This is an optimization exercise on Yosys and OpenROAD, whose aim is small area and few clock cycles, not a production implementation. The RTL was checked by simulation tests, not by an equivalence proof against the original design. Power is estimated from default activity; no workload was simulated.

==> inputs of run P <==
## n2k_rx
module n2k_rx (
    input  wire        clk,
    input  wire        rst,
    input  wire        cfg_mode,           
    input  wire [3:0]  cfg_inc_valid,
    input  wire [71:0] cfg_inc_pgn,
    input  wire [3:0]  cfg_exc_valid,
    input  wire [71:0] cfg_exc_pgn,
    input  wire [1:0]  cfg_fast_valid,
    input  wire [35:0] cfg_fast_pgn,
    input  wire [31:0] cfg_min_interval,
    input  wire        rx_valid,
    output wire        rx_ready,
    input  wire [7:0]  rx_byte,
    input  wire [31:0] rx_now,
    output reg         out_valid,
    output reg         out_last,
    output reg  [17:0] out_pgn,
    output reg  [7:0]  out_src,
    output reg  [7:0]  out_len,
    output reg  [7:0]  out_data,
    output reg         diag_valid,
    output reg  [4:0]  diag_code,
    output wire [17:0] diag_pgn
);
Settings: LEC_CHECK=0, CAP_MARGIN=20, CORE_MARGIN=2, CORE_UTILIZATION=60, SLEW_MARGIN=20, SYNTH_MEMORY_MAX_BITS=8192; clock period 14.0 ns.
standard.sh (not shown) runs the stock make flow with config.mk's settings and CLKGATE_MAP_FILE= SYNTH_SCRIPT=/design/flow/synth_recipe.tcl, a recipe that flattens the netlist after the stock synthesis.
==> flow/flow/run.sh <==
#!/bin/bash
set -euo pipefail
export CTS_ARGS="-sink_clustering_enable -repair_clock_nets -dont_use_dummy_load -sink_clustering_size 32 -sink_clustering_max_diameter 60"
bash standard.sh > standard.log 2>&1
==> inputs of run Y, as changes to run P <==
--- a/flow/design.v
+++ b/flow/design.v
@@ -16,47 +16,45 @@
     output reg         out_valid,
     output reg         out_last,
     output reg  [17:0] out_pgn,
     output reg  [7:0]  out_src,
     output reg  [7:0]  out_len,
     output reg  [7:0]  out_data,
     output reg         diag_valid,
     output reg  [4:0]  diag_code,
-    output wire [17:0] diag_pgn
+    output reg  [17:0] diag_pgn
 );
     localparam [4:0] X_RUNT       = 5'd1,
                      X_SHORT      = 5'd2,
                      X_DLEN       = 5'd3,
                      X_FP_NOSTART = 5'd4,
                      X_FP_SEQ     = 5'd5,
                      X_FP_DUP     = 5'd6,
                      X_FP_EMPTY   = 5'd7,
                      X_FP_NOLEN   = 5'd8,
                      N_FILTERED   = 5'd16,
                      N_THROTTLED  = 5'd17;
     localparam SFD = 2;               
     localparam TKD = SFD + 4;         
     localparam RW  = 57;              
     integer i;
-    reg diag_z;
     reg  [3:0]  cnt;           
     reg         in_frame;      
     reg         skip;          
     reg  [3:0]  h_n;           
     reg  [7:0]  h_src;
     reg  [17:0] h_pgn;
     reg  [7:0]  h_ctl;         
     reg  [7:0]  h_plb;         
     reg  [63:0] sh;            
     wire body_byte = cfg_mode ? !skip : in_frame;
     wire is_end    = cfg_mode ? (!skip && cnt == 4'd12) : (in_frame && rx_byte == 8'h55);
     wire cnt_data  = (cnt >= 4'd5) && ((cnt - 4'd5) < h_n);
     wire shifts    = body_byte && cnt_data && (cfg_mode || rx_byte != 8'h55);
-    assign diag_pgn = diag_z ? 18'd0 : h_pgn;
     wire [4:0] fc  = h_ctl[4:0];
     wire [2:0] seq = h_ctl[7:5];
     reg inc_hit, exc_hit, allowed, fast_hit, s;
     always @(*) begin
         inc_hit = 1'b0;
         exc_hit = 1'b0;
         for (i = 0; i < 4; i = i + 1) begin
             if (cfg_inc_valid[i] && cfg_inc_pgn[18*i +: 18] == h_pgn) inc_hit = 1'b1;
@@ -393,17 +391,17 @@
                     em_src[i]  <= pc_src[i];
                 end else if (em_end && e_slot == i)
                     em_busy[i] <= 1'b0;
             end
             if (proc) begin
                 if (d_diag) begin
                     diag_valid <= 1'b1;
                     diag_code  <= d_code;
-                    diag_z     <= d_pgn0;
+                    diag_pgn   <= d_pgn0 ? 18'd0 : h_pgn;
                 end
                 if (d_write) begin
                     wr_pend <= 1'b1;
                     wr_slot <= s;
                     wr_blk  <= d_blk;
                     wr_len  <= d_len;
                     wr_sh   <= 1'b0;
                     fp_valid[s]  <= !d_complete;
==> flow/run.sh (new file) <==
#!/bin/bash
# synth_recipe.tcl (not shown) runs the flow's synth.tcl, then flattens the netlist and writes it again
# the make line also repeats each setting of config.mk as NAME=value (left out here)
make -C /OpenROAD-flow-scripts/flow DESIGN_CONFIG=/design/flow/config.mk WORK_HOME=/design/flow/orfs CLKGATE_MAP_FILE= SYNTH_SCRIPT=/design/flow/synth_recipe.tcl finish
==> flow/config.mk (replaced) <==
export PLATFORM = sky130hd
export DESIGN_NAME = n2k_rx
export DESIGN_NICKNAME = n2k_rx
export VERILOG_FILES = /design/flow/design.v
export SDC_FILE = /design/flow/constraint.sdc
export NUM_CORES = 4
export LEC_CHECK = 0
export CAP_MARGIN = 20
export CORE_MARGIN = 2
export CORE_UTILIZATION = 40
export SLEW_MARGIN = 20
export SYNTH_MEMORY_MAX_BITS = 8192
removed: flow/flow/run.sh
removed: flow/standard.sh
==> run notes <==
Run P completed without violations. Run Y produced a clean layout. Sequential share of layout area: run P is higher than run Y (5.4 points). First-iteration DRC count: run P is higher than run Y (7.9%). Of run Y and run P, run P has the higher worst hold slack (gap 0.0054 ns). Register-to-register slack: run Y is worse than run P (0.42 ns). Of run Y and run P, run P has the higher combinational power (gap 23%, measured against run P). Sequential power is about the same in run P and run Y. Synthesized cell count is about the same in run Y and run P. Against run Y, the total power of run P is smaller by 19%. Synthesized area: run P is smaller than run Y (0.33%). Between run Y and run P, the lower clock power is in run P (gap about 90%, measured against run P).
==> figures <==
Result of the run: run P complete, no violations; run Y complete, no violations
Synthesized cell area: run P 116000 µm²; run Y 116000 µm²
Gate Count Post-Synth: run P 7719; run Y 7720
Number of antenna repair diodes: run P 6; run Y 5
Multi-input gate count: run P 2977; run Y 2962
First-iteration detailed-routing DRC count: run P 4028; run Y 3732
Compound-gate portion of the synthesized area: run P 0.0496; run Y 0.0466
Number of synthesized flops with an enable pin: run P 664; run Y 681
Longest individual stage delay on the worst path: run P 0.72 ns; run Y 0.69 ns
Core area: run P 192000 µm²; run Y 288000 µm²
Worst slew pin tran: run P 1.12 ns; run Y 1.08 ns
Count of filler cells inserted in the layout: run P 13800; run Y 24500
Vias per std cell: run P 5.18; run Y 4.61
Power Clock: run P 0.00581 W; run Y 0.0108 W
Critical path arrival: run P 11.72 ns; run Y 11.86 ns
Required time of the critical path: run P 14.73 ns; run Y 14.54 ns
Die height: run P 443 µm; run Y 543 µm
Share of final layout cell area taken by clock buffers and inverters: run P 0.0367; run Y 0.0979
Initial Util: run P 0.602; run Y 0.403
Sequential group power: run P 0.0127 W; run Y 0.0128 W
Clock Sinks: run P 4352; run Y 4369
Endpoint with the worst hold slack: run P ring0[695]; run Y ring1[1065]
Testbench counts of run P, summed over its fixed seeds: cycles 97,540.
Testbench counts of run Y, summed over its fixed seeds: cycles 97,540.

-- afterwards: timing with drivers on the ports --
The results above use ideal ports. As a check the final layouts listed here were re-extracted and re-timed, cells and wires unchanged. Step 1 (the two cells are an assumption about what drives the block):
set clk [get_ports {clk}]
set_driving_cell -lib_cell sky130_fd_sc_hd__clkbuf_16 $clk
set_driving_cell -lib_cell sky130_fd_sc_hd__buf_2 [delete_from_list [all_inputs] $clk]
Step 2 also shifts input and output timing later by t, the mid clock arrival at the registers, as if the neighbouring blocks saw the same clock. Three values: no drivers, after step 1, after step 2; two values: the first two.
run	t (ns)	setup WS [ns]	worst setup path at the end	clock arrival spread, ns	cell pins on the clock port's net
run P	0.888	3.009 / 3.072 / 2.184	input to register	0.131 / 0.131	1
run Y	0.988	2.680 / 2.746 / 1.758	input to register	0.075 / 0.076	1
After both steps every run listed still meets setup and hold. For run Y, which loses most, drivers alone change the setup slack by +0.066 ns; drivers and shift together by -0.922 ns.
